Source: an optimization exercise on an open RTL-to-GDS flow (aim: small area, a short achievable clock period and few clock cycles per item). Production flows keep margins and buffers that such runs may drop. The RTL was checked by simulation tests, not by an equivalence proof against the original design. Power figures rest on the tool's default switching activity, not on a simulated workload.

==> flow/design.v <==
module lzss_decoder (
    input  wire        clk,
    input  wire        rst,             
    input  wire        start,
    input  wire        cfg_lsb,         
    input  wire        cfg_inv,         
    input  wire        cfg_cord,        
    input  wire        cfg_bounded,
    input  wire [3:0]  cfg_frame_log2,  
    input  wire [7:0]  cfg_fill,
    input  wire [7:0]  cfg_init_pos,
    input  wire [4:0]  cfg_dist_w,      
    input  wire [4:0]  cfg_len_w,       
    input  wire        cfg_dist_bias,
    input  wire [7:0]  cfg_len_bias,
    input  wire [31:0] cfg_packed,
    input  wire [31:0] cfg_unpacked,
    input  wire        in_valid,
    input  wire [7:0]  in_data,
    output wire        in_ready,
    output wire        out_valid,
    output wire [7:0]  out_data,
    input  wire        out_ready,
    output wire        busy,
    output wire        eos,
    output wire        fault,
    output wire [15:0] cause
);
    localparam [3:0] S_IDLE  = 4'd0,
                     S_TOKEN = 4'd1,    
                     S_CTRL  = 4'd2,    
                     S_LIT   = 4'd3,    
                     S_DIST  = 4'd4,    
                     S_LEN   = 4'd5,    
                     S_CHECK = 4'd6,    
                     S_COPY  = 4'd7,    
                     S_EMIT  = 4'd8,    
                     S_DONE  = 4'd9,
                     S_FAULT = 4'd10;
    localparam [15:0] C_TRUNC_CTRL = 16'h0101,
                      C_TRUNC_LIT  = 16'h0201,
                      C_TRUNC_REF  = 16'h0301,
                      C_BAD_DIST   = 16'h0202,
                      C_ZERO_LEN   = 16'h0302,
                      C_BAD_CONFIG = 16'h0403;
    reg  [3:0]  state;
    reg  [3:0]  ret_state;           
    reg         lsb, inv, cord, bounded;
    reg  [7:0]  fmask;               
    reg  [8:0]  fsize;               
    reg  [4:0]  dist_w, len_w;
    reg         dist_bias;
    reg  [7:0]  len_bias;
    reg  [31:0] packed_size;
    reg  [31:0] target;
    reg  [7:0]  bitbuf;
    reg  [3:0]  bitcnt;
    reg  [31:0] in_count;
    reg  [7:0]  ctrl_sr;
    reg  [3:0]  ctrl_left;
    reg  [23:0] field;
    reg  [4:0]  fcnt;
    reg  [23:0] dist_raw;
    reg  [2047:0] win;               
    reg  [7:0]  cur;
    reg  [7:0]  copy_src;
    reg  [24:0] copy_left;
    reg  [7:0]  obyte;
    reg  [31:0] out_count;
    reg  [15:0] cause_r;
    wire reading   = (state == S_CTRL) || (state == S_LIT) ||
                     (state == S_DIST && fcnt != dist_w) ||
                     (state == S_LEN  && fcnt != len_w);
    wire have_bit  = (bitcnt != 4'd0);
    wire exhausted = (in_count == packed_size);
    wire bit_in    = lsb ? bitbuf[0] : bitbuf[7];
    wire take_bit  = reading && have_bit;
    wire tgt_hit   = bounded && (out_count == target);
    assign in_ready  = reading && !have_bit && !exhausted;
    assign out_valid = (state == S_EMIT);
    assign out_data  = obyte;
    assign busy      = (state != S_IDLE) && (state != S_DONE) && (state != S_FAULT);
    assign eos       = (state == S_DONE);
    assign fault     = (state == S_FAULT);
    assign cause     = cause_r;
    wire [23:0] field_next = lsb ? (field | ({23'd0, bit_in} << fcnt))
                                 : {field[22:0], bit_in};
    wire [7:0]  byte_next  = field_next[7:0];
    wire        ctrl_bit   = cord ? ctrl_sr[7] : ctrl_sr[0];
    wire [24:0] dist_full  = {1'b0, dist_raw} + {24'd0, dist_bias};
    wire [24:0] len_full   = {1'b0, field} + {17'd0, len_bias};
    wire [7:0]  copy_byte  = win[copy_src*8 +: 8];
    wire        idle_st    = (state == S_IDLE) || (state == S_DONE) || (state == S_FAULT);
    wire        fill_en    = start && idle_st;
    reg         win_we;
    reg  [7:0]  win_wd;
    always @(*) begin
        win_we = 1'b0;
        win_wd = 8'd0;
        if (state == S_LIT && take_bit && fcnt == 5'd7) begin
            win_we = 1'b1;
            win_wd = byte_next;
        end else if (state == S_COPY && !tgt_hit) begin
            win_we = 1'b1;
            win_wd = copy_byte;
        end
    end
    integer i;
    always @(posedge clk) begin
        for (i = 0; i < 256; i = i + 1) begin
            if (fill_en)
                win[i*8 +: 8] <= cfg_fill;
            else if (win_we && cur == i[7:0])
                win[i*8 +: 8] <= win_wd;
        end
    end
    wire [3:0] exh_state = bounded ? S_FAULT : S_DONE;
    always @(posedge clk) begin
        if (rst) begin
            state <= S_IDLE; ret_state <= S_TOKEN;
            lsb <= 1'b0; inv <= 1'b0; cord <= 1'b0; bounded <= 1'b0;
            fmask <= 8'd0; fsize <= 9'd1;
            dist_w <= 5'd0; len_w <= 5'd0; dist_bias <= 1'b0; len_bias <= 8'd0;
            packed_size <= 32'd0; target <= 32'd0;
            bitbuf <= 8'd0; bitcnt <= 4'd0; in_count <= 32'd0;
            ctrl_sr <= 8'd0; ctrl_left <= 4'd0;
            field <= 24'd0; fcnt <= 5'd0; dist_raw <= 24'd0;
            cur <= 8'd0; copy_src <= 8'd0; copy_left <= 25'd0;
            obyte <= 8'd0; out_count <= 32'd0; cause_r <= 16'd0;
        end else begin
            if (in_ready && in_valid) begin
                bitbuf   <= in_data;
                bitcnt   <= 4'd8;
                in_count <= in_count + 32'd1;
            end else if (take_bit) begin
                bitbuf <= lsb ? {1'b0, bitbuf[7:1]} : {bitbuf[6:0], 1'b0};
                bitcnt <= bitcnt - 4'd1;
            end
            if (take_bit) begin
                field <= field_next;
                fcnt  <= fcnt + 5'd1;
            end
            if (win_we)
                cur <= (cur + 8'd1) & fmask;
            case (state)
            S_IDLE, S_DONE, S_FAULT: begin
                if (start) begin
                    lsb <= cfg_lsb; inv <= cfg_inv; cord <= cfg_cord;
                    bounded <= cfg_bounded;
                    fmask <= (9'd1 << cfg_frame_log2) - 9'd1;
                    fsize <= 9'd1 << cfg_frame_log2;
                    dist_w <= cfg_dist_w; len_w <= cfg_len_w;
                    dist_bias <= cfg_dist_bias; len_bias <= cfg_len_bias;
                    packed_size <= cfg_packed; target <= cfg_unpacked;
                    bitbuf <= 8'd0; bitcnt <= 4'd0; in_count <= 32'd0;
                    ctrl_sr <= 8'd0; ctrl_left <= 4'd0;
                    cur <= cfg_init_pos & ((9'd1 << cfg_frame_log2) - 9'd1);
                    out_count <= 32'd0;
                    cause_r <= 16'd0;
                    if (cfg_frame_log2 > 4'd8 || cfg_dist_w > 5'd24 || cfg_len_w > 5'd24) begin
                        cause_r <= C_BAD_CONFIG;
                        state   <= S_FAULT;
                    end else begin
                        state <= S_TOKEN;
                    end
                end
            end
            S_TOKEN: begin
                fcnt  <= 5'd0;
                field <= 24'd0;
                if (tgt_hit)
                    state <= S_DONE;
                else if (ctrl_left == 4'd0)
                    state <= S_CTRL;
                else begin
                    ctrl_sr   <= cord ? {ctrl_sr[6:0], 1'b0} : {1'b0, ctrl_sr[7:1]};
                    ctrl_left <= ctrl_left - 4'd1;
                    state     <= ((ctrl_bit ^ inv) == 1'b1) ? S_LIT : S_DIST;
                end
            end
            S_CTRL: begin
                if (!have_bit && exhausted)
                    begin cause_r <= bounded ? C_TRUNC_CTRL : 16'd0; state <= exh_state; end
                else if (take_bit && fcnt == 5'd7) begin
                    ctrl_sr   <= byte_next;
                    ctrl_left <= 4'd8;
                    state     <= S_TOKEN;
                end
            end
            S_LIT: begin
                if (!have_bit && exhausted)
                    begin cause_r <= bounded ? C_TRUNC_LIT : 16'd0; state <= exh_state; end
                else if (take_bit && fcnt == 5'd7) begin
                    obyte     <= byte_next;
                    ret_state <= S_TOKEN;
                    state     <= S_EMIT;
                end
            end
            S_DIST: begin
                if (fcnt == dist_w) begin
                    dist_raw <= field;
                    field    <= 24'd0;
                    fcnt     <= 5'd0;
                    state    <= S_LEN;
                end else if (!have_bit && exhausted)
                    begin cause_r <= bounded ? C_TRUNC_REF : 16'd0; state <= exh_state; end
            end
            S_LEN: begin
                if (fcnt == len_w)
                    state <= S_CHECK;
                else if (!have_bit && exhausted)
                    begin cause_r <= bounded ? C_TRUNC_REF : 16'd0; state <= exh_state; end
            end
            S_CHECK: begin
                if (dist_full == 25'd0 || dist_full > {16'd0, fsize}) begin
                    cause_r <= C_BAD_DIST;
                    state   <= S_FAULT;
                end else if (len_full == 25'd0) begin
                    cause_r <= C_ZERO_LEN;
                    state   <= S_FAULT;
                end else begin
                    copy_src  <= (cur - dist_full[7:0]) & fmask;
                    copy_left <= len_full;
                    state     <= S_COPY;
                end
            end
            S_COPY: begin
                if (tgt_hit)
                    state <= S_DONE;
                else begin
                    obyte     <= copy_byte;
                    copy_src  <= (copy_src + 8'd1) & fmask;
                    copy_left <= copy_left - 25'd1;
                    ret_state <= (copy_left == 25'd1) ? S_TOKEN : S_COPY;
                    state     <= S_EMIT;
                end
            end
            S_EMIT: begin
                if (out_ready) begin
                    out_count <= out_count + 32'd1;
                    state     <= ret_state;
                end
            end
            default: state <= S_IDLE;
            endcase
        end
    end
endmodule
==> flow/run.sh <==
#!/bin/bash
# synth_recipe.tcl (not shown) runs the flow's synth.tcl, then flattens the netlist and writes it again
# the make line also repeats each setting of config.mk as NAME=value (left out here)
make -C /OpenROAD-flow-scripts/flow DESIGN_CONFIG=/design/flow/config.mk WORK_HOME=/design/flow/orfs CLKGATE_MAP_FILE= SYNTH_SCRIPT=/design/flow/synth_recipe.tcl finish
==> flow/config.mk <==
export PLATFORM = sky130hd
export DESIGN_NAME = lzss_decoder
export DESIGN_NICKNAME = lzss_decoder
export VERILOG_FILES = /design/flow/design.v
export SDC_FILE = /design/flow/constraint.sdc
export NUM_CORES = 4
export LEC_CHECK = 0
export CAP_MARGIN = 20
export CORE_MARGIN = 6
export CORE_UTILIZATION = 40
export PLACE_DENSITY = 0.55
export SLEW_MARGIN = 20
export SYNTH_MEMORY_MAX_BITS = 8192
==> flow/constraint.sdc <==
create_clock -name core_clock -period 10.0 [get_ports {clk}]
set_input_delay 2.0000 -clock core_clock [delete_from_list [all_inputs] [get_ports {clk}]]
set_output_delay 2.0000 -clock core_clock [all_outputs]
set_load 0.01 [all_outputs]
==> flow_summary.toml <==
[logic_synthesis]
synthCells = 5482
synth.most_common_cell = "edfxtp_1"
synthesis.area_um2 = 95990
synth.ff_latch_count = 2352
yosysTopAreaCell = "edfxtp_1"
synthArstFlopShare_pct = 0
synth_top_area_share_pct = 64.07
ys_seq_area_share_pct = 70.41
ys.flop_type = "edfxtp_1"
synth-edff-count = 2048
synth-warning-count = 1
synthDistinctLibCells = 92
avgSynthCellArea_um2 = 17.51
synthTopCellsByCount = "2,048 x edfxtp_1, 640 x mux4_2, 344 x o21ai_0"
synthTopCellsByArea = "edfxtp_1 64%, mux4_2 15%, dfxtp_1 6.3%"

[power_and_ir_drop]
ir_drop_mv = 0.2029
comb_power_share_pct = 20.9
clock_power_share_pct = 27.7
power_switching_mw = 9.013
p_leak_nw = 36.11
internal_power_mw = 22.92
p_seq_share_pct = 51.4
power.density_nw_per_um2 = 289.8
switching_share_pct = 28.23

[clock_network]
cts_max_level = 4
cts_buffers = 236
clock_latency_ns = 0.89
cts_root_buf = "clkbuf_16"
cts_setup_buffers = 0
ctsHoldBuffers = 0
cts_resized = 0
cts_tree = "done"
cts.sinks = 2352
clk_pin_slew_worst_paths_ns = 0.06
cts_max_path_buffers = 3

[die]
core_um2 = 238100
start_util_pct = 40.32
die_x_um = 501.9
core.rowCount = 179
die_h_um = 501.9
io_pins = 149
dieArea_um2 = 251900

[route]
drc = 0
viasPerCell = 5.711
first_iter_violations = 5193
drt-total-wl_um = 247000
avgRoutedWirePerCell_um = 27.02
detail-route-antenna-nets = 0
num_vias = 52220
firstDrtPassIters = 5

[global_routing]
grt.overflow.total = 0
grt_antenna_before_repair = 9
grt_usage_pct = 19.26
grt_max_degree = 257
grt_pass1_wl_um = 362200
grt_pass1_vias = 52070

[timing]
finalHoldViolCount = 0
finalCritPeriodShare_pct = 60.92
whs_ns = 0.4572
fin_crit_ns = 6.092
setup_viol = 0
maxSlewViolCount = 0
tightest_slew_ns = 1.216
rsz0062_at_grt = "false"
relSlewSlack_pct = 18.09
fmax_mhz = 164.2
clock_skew_ns = 0.07066

[job]
drv_cap = 0

[setup_path]
worstSetupStartpointType = "register"
endpoint_kind = "register"
ff2ff_path_depth = 10
crit_slowest_cell = "dfxtp_4"
worst_r2r_startpoint = "copy_src[0]$_SDFFE_PP0P_"
cp.required_ns = 10.47
criticalPathCategory = "reg2reg"
cp_max_fo = 106
crit_path_cell_trace = "buf_12 > mux4_2 > mux4_2 > a22oi_1 > a21oi_1 > nor4_2 > nor2_1 > a221o_4 > buf_6 > buf_4"
critPathArrivalTime_ns = 6.56
critical-path-max-stage-delay_ns = 0.81
r2r_slack_ns = 3.91
r2r-end = "win[599]$_DFFE_PP_"
worst_path_most_repeated_cell = "mux4_2"

[layout]
nNetsFinal = 5938
drive_gt1_share_pct = 22.18
final_cell_area_um2 = 110200
final_cells = 9143
fillers = 20150
syn_to_final_growth_pct = 14.77

[placed_design]
gp_congestion = 0.8485
dpl.cell_count = 8700
post_dp_cell_area_um2 = 102300
port_buffers = 137
detailed_place_hpwl_um = 151000

[hold_path]
hold_path_class = "reg2reg"
holdCritStartpoint = "fsize[7]$_SDFFE_PP0P_"
holdPathEnd = "fsize[7]$_SDFFE_PP0P_"
hold_path_depth = 2

[outcome]
status = "complete, no violations"
## worst max path at each step
stage	cells after the start	slack, ns	end	start
after floorplan	9	-0.41	win[1004]$_DFFE_PP_	copy_src[1]$_SDFFE_PP0P_
after global placement	6	3.72	win[1487]$_DFFE_PP_	start
after detailed placement	6	3.55	win[679]$_DFFE_PP_	start
after CTS	9	3.72	win[169]$_DFFE_PP_	state[1]$_SDFFE_PP0P_
after global routing	10	3.64	win[711]$_DFFE_PP_	copy_src[0]$_SDFFE_PP0P_
final	10	3.91	win[599]$_DFFE_PP_	copy_src[0]$_SDFFE_PP0P_
## layer usage
layer	track usage, %	up-vias	share of wire (%)
met5	0	-	0.016
met3	3.361	346	6.5
met1	28.04	27520	44
met4	4.923	6	2.4
met2	30.30	1772	47
li1	-	22570	-
## cells in the final DEF, fill, tap and decap left out, types with 132 or more instances in the layout
cell	count
a21oi_1	234
edfxtp_1	2048
buf_4	260
mux4_2	640
nor2_1	239
o21ai_0	279
nand2_1	334
xor2_1	132
clkdlybuf4s50_1	136
dfxtp_1	300
clkbuf_16	236
## sequential cells by signal, indices dropped and copies added, names as in the netlist, 8 cells and up
signal,count
fmask,8
out_count,32
copy_src,8
fsize,9
copy_left,25
field,24
len_bias,8
packed_size,32
cur,8
target,32
win,2048
ctrl_sr,8
in_count,32
bitbuf,8
obyte,8
dist_raw,24
## worst max-delay path, delay by kind of cell (launching register included)
family | cells | cell delay [ns]
and+or+nand+nor | 2 | 0.74
muxes | 2 | 1.06
AOI/OAI and AO/OA | 3 | 1.25
buffers and inverters | 3 | 1.47
DFF | 1 | 0.81
## cells by family (layout without fill, tap and decap cells)
kind of cell | count (synthesis) | in the layout | synth area share (%)
DFF | 2352 | 2352 | 70.41
and+or+nand+nor | 946 | 946 | 4.673
AOI/OAI and AO/OA | 823 | 823 | 5.040
muxes | 706 | 706 | 15.71
buffers and inverters | 425 | 901 | 1.886
xor gates and xnor gates | 187 | 187 | 1.721
adders and majority gates | 42 | 42 | 0.5631
other | 1 | 19 | 0.003907
## area by class of cell
class / count / area (um2) / area share [%]
sequential: 2352 / 67600 / 61.36
multi-input combinational: 2715 / 26870 / 24.39
clock buffer: 298 / 6208 / 5.635
tap: 3167 / 3963 / 3.597
timing repair buffer: 421 / 3800 / 3.449
clock inverter: 132 / 1521 / 1.381
inverter: 50 / 187.7 / 0.1704
antenna: 8 / 20.02 / 0.01817
## power groups by stage
stage / combinational (mW) / clock, mW / sequential, mW
CTS: 6.78 / 9.05 / 16.4
global route: 7.15 / 9.46 / 16.7
finish: 6.68 / 8.84 / 16.4
detailed placement: 6.76 / 0 / 16.6
global placement: 6.66 / 0 / 16.5
floorplan: 3.88 / 0 / 16.5
## stage by stage
| stage | utilization (%) | setup WS [ns] | TNS [ns] | power, mW |
|---|---|---|---|---|
| 6_report | 46.27 | 3.908 | 0 | 31.93 |
| 4_1_cts | 46.20 | 3.722 | 0 | 32.26 |
| 5_1_grt | 46.27 | 3.641 | 0 | 33.32 |
| 2_1_floorplan | - | -0.4134 | -423.27 | 20.39 |
| 3_3_place_gp | 42.94 | 3.724 | 0 | 23.15 |
| 3_5_place_dp | 42.95 | 3.553 | 0 | 23.38 |
Testbench counts, summed over its fixed seeds: cycles 1,296,973, items 337,649.

[re-timing with driven ports]
In the flow no input, the clock included, has a driving cell. The finished layout below was timed again as built, in two steps.
Step 1, drivers: a clkbuf_16 drives clk and a buf_2 each remaining input, both assumed.
Step 2 also shifts input and output timing later by t, the mid clock arrival at the registers, as if the neighbouring blocks saw the same clock.
Three values: ideal, step 1, step 2; two values: the first two.
t, ns: 0.948
setup slack, ns: 3.908 / 3.908 / 3.730
clock arrival spread, ns: 0.071 / 0.071
After both steps setup and hold are still met in this run. For this run, drivers alone change the setup slack by 0.000 ns; drivers and shift together by -0.178 ns.
